Background: an optimization exercise with open tools, aiming at small area. Do not read the settings as production practice.
The RTL was checked by simulation tests, not by an equivalence proof against the original design.
Power and IR drop assume default switching activity.

===== flow/design.v =====
module msf60_decoder (
    input  wire        clk,
    input  wire        rst,
    input  wire [15:0] cfg_padding_ms,           
    input  wire        cfg_carrier_off_level,
    input  wire        edge_valid,
    input  wire        edge_level,
    input  wire [31:0] edge_time_ms,
    output wire        edge_ready,
    output reg         time_available,
    output reg  [2:0]  parity_outcome,
    output reg  [7:0]  frame_length_seconds,
    output reg  [1:0]  leap_second_indicator,
    output reg  [7:0]  lf_minute_bcd,
    output reg  [7:0]  lf_hour_bcd,
    output reg  [7:0]  lf_weekday_bcd,
    output reg  [7:0]  lf_date_bcd,
    output reg  [7:0]  lf_month_bcd,
    output reg  [7:0]  lf_year_bcd,
    output reg         lf_dst_active,
    output reg         lf_dst_imminent,
    output reg  [15:0] lf_dut1_positive_ms,
    output reg  [15:0] lf_dut1_negative_ms,
    output reg  [1:0]  lf_leap_second_indicator,
    output reg  [7:0]  lf_frame_length_seconds,
    output reg  [63:0] lf_epoch_seconds
);
    localparam [1:0] S_IDLE  = 2'd0,    
                     S_CHECK = 2'd1,    
                     S_EPOCH = 2'd2;    
    reg [1:0]  state;
    reg [15:0] padding_ms;
    reg        carrier_off_level;
    reg [63:0] chan_a;
    reg [63:0] chan_b;
    reg [5:0]  bit_pointer;
    reg [31:0] last_pulse_start;
    reg [31:0] pending_pulse_start;
    reg        b_only;
    reg        frame_ready;
    assign edge_ready = (state == S_IDLE);
    wire        is_start    = (edge_level == carrier_off_level);
    wire [31:0] since_last  = edge_time_ms - last_pulse_start;         
    wire [31:0] measured_ms = edge_time_ms - pending_pulse_start;      
    wire signed [33:0] padded_ms = $signed({2'b00, measured_ms}) +
                                   $signed({{18{padding_ms[15]}}, padding_ms});
    reg [2:0] length_code;
    always @(*) begin
        if      (padded_ms < 34'sd100) length_code = 3'd0;
        else if (padded_ms < 34'sd200) length_code = 3'd1;
        else if (padded_ms < 34'sd300) length_code = 3'd2;
        else if (padded_ms < 34'sd400) length_code = 3'd3;
        else if (padded_ms < 34'sd500) length_code = 3'd4;
        else if (padded_ms < 34'sd600) length_code = 3'd5;
        else                           length_code = 3'd6;
    end
    wire       sym_data = (length_code == 3'd1) || (length_code == 3'd2) || (length_code == 3'd3);
    wire       bit_a    = (length_code != 3'd1);                       
    wire       bit_b    = (length_code == 3'd3) || (length_code == 3'd1 && b_only);
    wire [6:0] next_ptr = b_only ? {1'b0, bit_pointer} : {1'b0, bit_pointer} + 7'd1;
    wire [5:0] wr_index = 6'd63 - next_ptr[5:0];                       
    wire [63:0] tail_a = chan_a >> (6'd63 - bit_pointer);
    wire [63:0] tail_b = chan_b >> (6'd63 - bit_pointer);
    wire marker_match = (tail_a[7:0] == 8'h7E);
    wire [7:0] f_year    = tail_a[42:35];
    wire [4:0] f_month   = tail_a[34:30];
    wire [5:0] f_date    = tail_a[29:24];
    wire [2:0] f_weekday = tail_a[23:21];
    wire [5:0] f_hour    = tail_a[20:15];
    wire [6:0] f_minute  = tail_a[14:8];
    wire year_fail    = ^{f_year, tail_b[5]};
    wire month_fail   = ^{f_month, f_date, tail_b[4]};
    wire weekday_fail = ^{f_weekday, tail_b[3]};
    wire hour_fail    = ^{f_hour, f_minute, tail_b[2]};
    reg [2:0] parity_code;
    always @(*) begin
        if      (year_fail)    parity_code = 3'd1;
        else if (month_fail)   parity_code = 3'd2;
        else if (weekday_fail) parity_code = 3'd3;
        else if (hour_fail)    parity_code = 3'd4;
        else                   parity_code = 3'd0;
    end
    reg [1:0] leap_code;
    always @(*) begin
        case (bit_pointer)
            6'd58:   leap_code = 2'b11;    
            6'd60:   leap_code = 2'b01;    
            default: leap_code = 2'b00;
        endcase
    end
    wire [7:0] dut1_pos_bits = chan_b[62:55];
    wire [7:0] dut1_neg_bits = chan_b[54:47];
    wire [3:0] dut1_pos_count = dut1_pos_bits[0] + dut1_pos_bits[1] + dut1_pos_bits[2] +
                                dut1_pos_bits[3] + dut1_pos_bits[4] + dut1_pos_bits[5] +
                                dut1_pos_bits[6] + dut1_pos_bits[7];
    wire [3:0] dut1_neg_count = dut1_neg_bits[0] + dut1_neg_bits[1] + dut1_neg_bits[2] +
                                dut1_neg_bits[3] + dut1_neg_bits[4] + dut1_neg_bits[5] +
                                dut1_neg_bits[6] + dut1_neg_bits[7];
    wire [7:0] dec_year   = lf_year_bcd[7:4]   * 8'd10 + lf_year_bcd[3:0];
    wire [7:0] dec_month  = lf_month_bcd[7:4]  * 8'd10 + lf_month_bcd[3:0];
    wire [7:0] dec_date   = lf_date_bcd[7:4]   * 8'd10 + lf_date_bcd[3:0];
    wire [7:0] dec_hour   = lf_hour_bcd[7:4]   * 8'd10 + lf_hour_bcd[3:0];
    wire [7:0] dec_minute = lf_minute_bcd[7:4] * 8'd10 + lf_minute_bcd[3:0];
    wire [7:0] offset_year = (dec_year <= 8'd99) ? dec_year + 8'd30 : dec_year;
    wire       year_is_leap = (offset_year[1:0] == 2'd2) && (offset_year != 8'd130);
    wire [7:0] leaps_before = ((offset_year + 8'd1) >> 2) - ((offset_year > 8'd130) ? 8'd1 : 8'd0);
    reg [8:0] month_days_before;
    always @(*) begin
        case (dec_month)
            8'd1:    month_days_before = 9'd0;
            8'd2:    month_days_before = 9'd31;
            8'd3:    month_days_before = 9'd59;
            8'd4:    month_days_before = 9'd90;
            8'd5:    month_days_before = 9'd120;
            8'd6:    month_days_before = 9'd151;
            8'd7:    month_days_before = 9'd181;
            8'd8:    month_days_before = 9'd212;
            8'd9:    month_days_before = 9'd243;
            8'd10:   month_days_before = 9'd273;
            8'd11:   month_days_before = 9'd304;
            8'd12:   month_days_before = 9'd334;
            default: month_days_before = 9'd0;      
        endcase
    end
    wire [63:0] epoch_days = offset_year * 64'd365
                           + leaps_before
                           + month_days_before
                           + ((year_is_leap && dec_month > 8'd2) ? 64'd1 : 64'd0)
                           + dec_date - 64'd1;
    wire [63:0] epoch_seconds = epoch_days * 64'd86400
                              + dec_hour * 64'd3600
                              + dec_minute * 64'd60;
    always @(posedge clk) begin
        if (rst) begin
            state                    <= S_IDLE;
            padding_ms               <= cfg_padding_ms;
            carrier_off_level        <= cfg_carrier_off_level;
            chan_a                   <= {64{1'b1}};
            chan_b                   <= 64'd0;
            bit_pointer              <= 6'd0;
            last_pulse_start         <= 32'd0;
            pending_pulse_start      <= 32'd0;
            b_only                   <= 1'b0;
            frame_ready              <= 1'b0;
            time_available           <= 1'b0;
            parity_outcome           <= 3'd0;
            frame_length_seconds     <= 8'd0;
            leap_second_indicator    <= 2'd0;
            lf_minute_bcd            <= 8'd0;
            lf_hour_bcd              <= 8'd0;
            lf_weekday_bcd           <= 8'd0;
            lf_date_bcd              <= 8'd0;
            lf_month_bcd             <= 8'd0;
            lf_year_bcd              <= 8'd0;
            lf_dst_active            <= 1'b0;
            lf_dst_imminent          <= 1'b0;
            lf_dut1_positive_ms      <= 16'd0;
            lf_dut1_negative_ms      <= 16'd0;
            lf_leap_second_indicator <= 2'd0;
            lf_frame_length_seconds  <= 8'd0;
            lf_epoch_seconds         <= 64'd0;
        end else begin
            case (state)
                S_IDLE: begin
                    if (edge_valid) begin
                        if (is_start) begin
                            b_only              <= (since_last < 32'd300);
                            pending_pulse_start <= edge_time_ms;
                        end else begin
                            time_available <= 1'b0;
                            if (length_code == 3'd5) begin
                                last_pulse_start <= pending_pulse_start;
                                if (frame_ready) begin
                                    time_available <= 1'b1;
                                    frame_ready    <= 1'b0;
                                end
                                bit_pointer <= 6'd0;
                                chan_a      <= {64{1'b1}};
                                chan_b      <= 64'd0;
                            end else if (sym_data) begin
                                last_pulse_start <= pending_pulse_start;
                                if (next_ptr[6]) begin
                                    bit_pointer <= 6'd0;
                                    chan_a      <= {64{1'b1}};
                                    chan_b      <= 64'd0;
                                end else begin
                                    bit_pointer        <= next_ptr[5:0];
                                    chan_a[wr_index]   <= bit_a;
                                    chan_b[wr_index]   <= bit_b;
                                    if (next_ptr[5:0] >= 6'd58 && next_ptr[5:0] <= 6'd61)
                                        state <= S_CHECK;
                                end
                            end
                        end
                    end
                end
                S_CHECK: begin
                    state <= S_IDLE;
                    if (marker_match) begin
                        frame_length_seconds  <= {2'b00, bit_pointer};
                        leap_second_indicator <= leap_code;
                        parity_outcome        <= parity_code;
                        if (parity_code != 3'd0) begin
                            frame_ready <= 1'b0;
                        end else begin
                            frame_ready              <= 1'b1;
                            lf_year_bcd              <= {f_year};
                            lf_month_bcd             <= {3'b000, f_month};
                            lf_date_bcd              <= {2'b00, f_date};
                            lf_weekday_bcd           <= {5'b00000, f_weekday};
                            lf_hour_bcd              <= {2'b00, f_hour};
                            lf_minute_bcd            <= {1'b0, f_minute};
                            lf_dst_active            <= tail_b[1];
                            lf_dst_imminent          <= tail_b[6];
                            lf_dut1_positive_ms      <= dut1_pos_count * 16'd100;
                            lf_dut1_negative_ms      <= dut1_neg_count * 16'd100;
                            lf_leap_second_indicator <= leap_code;
                            lf_frame_length_seconds  <= {2'b00, bit_pointer};
                            state                    <= S_EPOCH;
                        end
                    end
                end
                S_EPOCH: begin
                    lf_epoch_seconds <= epoch_seconds;
                    state            <= S_IDLE;
                end
                default: state <= S_IDLE;
            endcase
        end
    end
endmodule

===== flow/run.sh =====
#!/bin/bash
# synth_recipe.tcl (not shown) runs the flow's synth.tcl, then flattens the netlist and writes it again
# the make line also repeats each setting of config.mk as NAME=value (left out here)
make -C /OpenROAD-flow-scripts/flow DESIGN_CONFIG=/design/flow/config.mk WORK_HOME=/design/flow/orfs CLKGATE_MAP_FILE= SYNTH_SCRIPT=/design/flow/synth_recipe.tcl finish

===== flow/config.mk =====
export PLATFORM = sky130hd
export DESIGN_NAME = msf60_decoder
export DESIGN_NICKNAME = msf60_decoder
export VERILOG_FILES = /design/flow/design.v
export SDC_FILE = /design/flow/constraint.sdc
export NUM_CORES = 4
export LEC_CHECK = 0
export CAP_MARGIN = 20
export CORE_MARGIN = 2
export CORE_UTILIZATION = 40
export SLEW_MARGIN = 20

===== flow/constraint.sdc =====
create_clock -name core_clock -period 15.0 [get_ports {clk}]
set_input_delay 3.0000 -clock core_clock [delete_from_list [all_inputs] [get_ports {clk}]]
set_output_delay 3.0000 -clock core_clock [all_outputs]
set_load 0.01 [all_outputs]

==> run summary <==
* Setup slack after layout at ~870 ps
* Dpl ws at approximately 190 ps
* Worst slew pin tran at 1063 ps
* Most instantiated cells after synthesis: nand2_1 (478), inv_1 (417), ha_1 (382)
* Pwr/cell area at 65.27 mW/mm^2
* Num ports at 224
* Post-Layout Cell Count at 5776
* Unique masters post-synth at 109
* Leakage at 17.37 nW
* Share of the synthesized area in the top cell type at 0.1790
* Maxcap violations at 0
* Crit path DAT at 14660 ps
* Initial drt markers at roughly 2800
* Syn. warnings at 1
* Fin Clk Skew at 44.02 ps
* CTS tree: built
* Gr busiest metal: met2
* Area of the multi-input gates at 0.02766 mm^2
* Average size of a mapped cell at 8.555 um^2
* HP Class: flop to flop
* Synth area leader: dfxtp_1
* Placed Instances at 5688
* CP max FO at 12
* DR WL/cell at just over 20 um
* Final Hold Viols at 0
* H-tree depth at 2
* Global-route wire length before repair at roughly 190000 um
* Vias in the first global route at 32170
* WP buf/inv at 9
* Clk Latency, worst-skew pair at 660 ps
* VDD IR-drop max at 0.09276 mV
* #FFs+latches synth at 355
* Netlist Area Pre-Place at roughly 0.038 mm^2
* Area delta synth->final at 11.65%
* Post-route DRC at 0
* Crit share post-route at 0.9423
* Initial antenna violation count at 2
* Area contributors post-synth: dfxtp_1 (18%), ha_1 (13%), fa_1 (7.6%)
* Clock Root Buffer: clkbuf_16
* Status: no timing/DRC/antenna violations
* Pins Over Slew Limit at 0
* Tot Pwr at 2.755 mW
* CP Data Required Time at 15520 ps
* Crit. End Element: flop
* RePlAce Congestion at just under 1
* Vias at 33470
* Total GRT Usage at 0.2421
* Top-count cell post-synth: nand2_1
* Slew headroom at 0.2882
* Crit path kind: flop to flop
* Die ar. at between 0.09 and 0.1 mm^2
* Setup-failing EPs final at 0
* CORE AREA at around 0.093 mm^2
* R2r setup slk at 870 ps
* Critical path's top delay family: adder cells
* Ratio of cells with drive above 1 in the final layout at 0.08230
* Fill count at 9184
* Post-synthesis sequential area ratio at 0.1925
* Rows at 112
* GR Layer Usage met2 at 0.3860
* Nets at 5063
* Max incr delay on CP at between 500 and 600 ps
* Async set or reset register ratio after synthesis at 0
* Slowest cell on the critical path: fa_1
* Post-Route WL at 119800 um
* Met3 Usage GRT at 0.03760
* CTS Buf Count at 46
* DP Wirelength at roughly 92000 um
* Cells after Synth at 4419
* Register area at between 0.007 and 0.008 mm^2
* TritonRoute pass-1 iters at 6
* Dominant synthesized flop cell: dfxtp_1
* Clock-pin slew of the registers on the worst-case setup and hold paths at ~60 ps
* Die height at 311.4 um
* FMAX at 70.75 MHz
* Most used cell, CP: ha_1
* IO buf count at 190
* Clock sink total at between 300 and 400
* DRT antenna net count at 0
* Final instance area at 0.04221 mm^2
* Starting Density at 0.4045
* Startpoint types: flop
* Clock tree buffer depth at 3
* Post-Route Hold Slack at 444.4 ps
* Routing usage on met1 at 0.3280
* Die width at 311.4 um
* Post-synth EDFFs at 17
* Vias/cell at 5.794
* Grt ovf at 0
* Placed instance area at 0.04039 mm^2
* Largest net degree at the start of global routing at 77
* Final min period at 14130 ps
-- per-layer routing --
metal  part of all wire  up-vias
li1                   -    15920
met1               0.44    16110
met2               0.45     1178
met3              0.071      253
met4              0.039        0
met5                  0        -
-- logic make-up (layout without fill, tap and decap cells) --
family                     count (synthesis)  count (layout)  share of synthesized area
muxes                                    324             324                     0.1248
DFF                                      355             355                     0.1925
xor gates and xnor gates                 231             231                    0.05481
buffers and inverters                    688             757                    0.08211
other                                      1              35                 0.00009919
adders and majority gates                526             526                     0.2027
AOI/OAI and AO/OA                       1079            1079                     0.1927
and+or+nand+nor                         1215            1215                     0.1503
-- timing repair --
item | in CTS | in global routing
gates resized for setup | 0 | 18
buffers inserted | 0 | 1
hold buffers | 0 | 0
setup endpoints to repair | 0 | 31
-- cells in the final DEF, fill, tap and decap left out, types with 25 or more instances in the layout --
cell type / n
nor3_1: 69
nor2b_1: 36
o21ai_0: 169
nand2b_1: 27
mux4_2: 114
o2bb2ai_1: 25
buf_4: 57
fa_1: 144
a31oi_1: 28
xnor2_1: 155
nand3_1: 77
a21o_1: 82
o211ai_1: 33
a211oi_1: 51
o22ai_1: 61
o31ai_1: 25
a221o_1: 40
xor2_1: 71
a21oi_1: 278
ha_1: 382
o21ai_1: 29
conb_1: 33
clkdlybuf4s50_1: 189
mux2_2: 29
nand4_1: 59
and3_1: 30
or3_1: 26
dfxtp_1: 333
mux2i_1: 176
clkbuf_16: 48
nand2_1: 478
nor2_1: 299
o21bai_1: 28
inv_1: 417
-- stage by stage --
| step | utilization | setup TNS (ps) |
|---|---|---|
| 2_1_floorplan | - | 0 |
| 3_3_place_gp | 0.4321 | 0 |
| 3_5_place_dp | 0.4321 | 0 |
| 4_1_cts | 0.4503 | 0 |
| 5_1_grt | 0.4515 | -487.2 |
| 6_report | 0.4516 | 0 |
-- report_power, final --
group	switching, mW	internal [mW]	total (mW)
combinational	0.327	0.199	0.526
clock	0.487	0.774	1.26
sequential	0.00832	0.960	0.968
-- layout make-up --
class / count / area share
repair buffers: 250 / 0.05662
clock inverters: 25 / 0.009249
inverters: 423 / 0.03762
diodes: 2 / 0.0001186
clock buffers: 59 / 0.03110
multi-input cells: 3408 / 0.6553
flip-flops and latches: 355 / 0.1728
well taps: 1254 / 0.03717
-- worst paths after layout --
path	start	end	cells past startpoint
setup reg to reg	lf_year_bcd[7]	lf_epoch_seconds[61]	60
hold / removal	lf_epoch_seconds[48]	lf_epoch_seconds[48]	2
setup / recovery	lf_year_bcd[7]	lf_epoch_seconds[61]	60
hold reg to reg	lf_epoch_seconds[48]	lf_epoch_seconds[48]	2
-- worst register-to-register path, delay by kind of cell (launching register included) --
family          cells  cell delay, ps
xor+xnor            3             560
mux                 1             140
buf+inv             9             740
simple gates       13            2540
flops               1             490
fa+ha+maj          19            6690
compound gates     15            2890
-- flip-flops by register name (all words and copies together) (netlist names), 7 cells and up --
register,flops
lf_year_bcd,8
lf_epoch_seconds,62
lf_dut1_negative_ms,9
lf_dut1_positive_ms,9
chan_b,63
padding_ms,16
pending_pulse_start,32
chan_a,64
last_pulse_start,32
lf_minute_bcd,7

afterwards: timing with drivers on the ports:
In the flow no input, the clock included, has a driving cell. The finished layout below was timed again as built, in two steps. Step 1 (the two cells are an assumption about what drives the block):
set clk [get_ports {clk}]
set_driving_cell -lib_cell sky130_fd_sc_hd__clkbuf_16 $clk
set_driving_cell -lib_cell sky130_fd_sc_hd__buf_2 [delete_from_list [all_inputs] $clk]
Step 2 times the ports against the registers' clock, not the clock port: input delays grow and output delays shrink by t, the midpoint of the rising clock arrivals with the driver on. Slacks: ideal ports / drivers / drivers and shift; pairs: ideal ports / drivers.
t (ns): 0.705
slack for setup (ns): 0.866 / 0.866 / 0.866
hold slack, ns: 0.444 / 0.444 / 0.444
After both steps setup and hold are still met in this run. For this run, drivers alone change the setup slack by 0.000 ns; drivers and shift together by 0.000 ns.
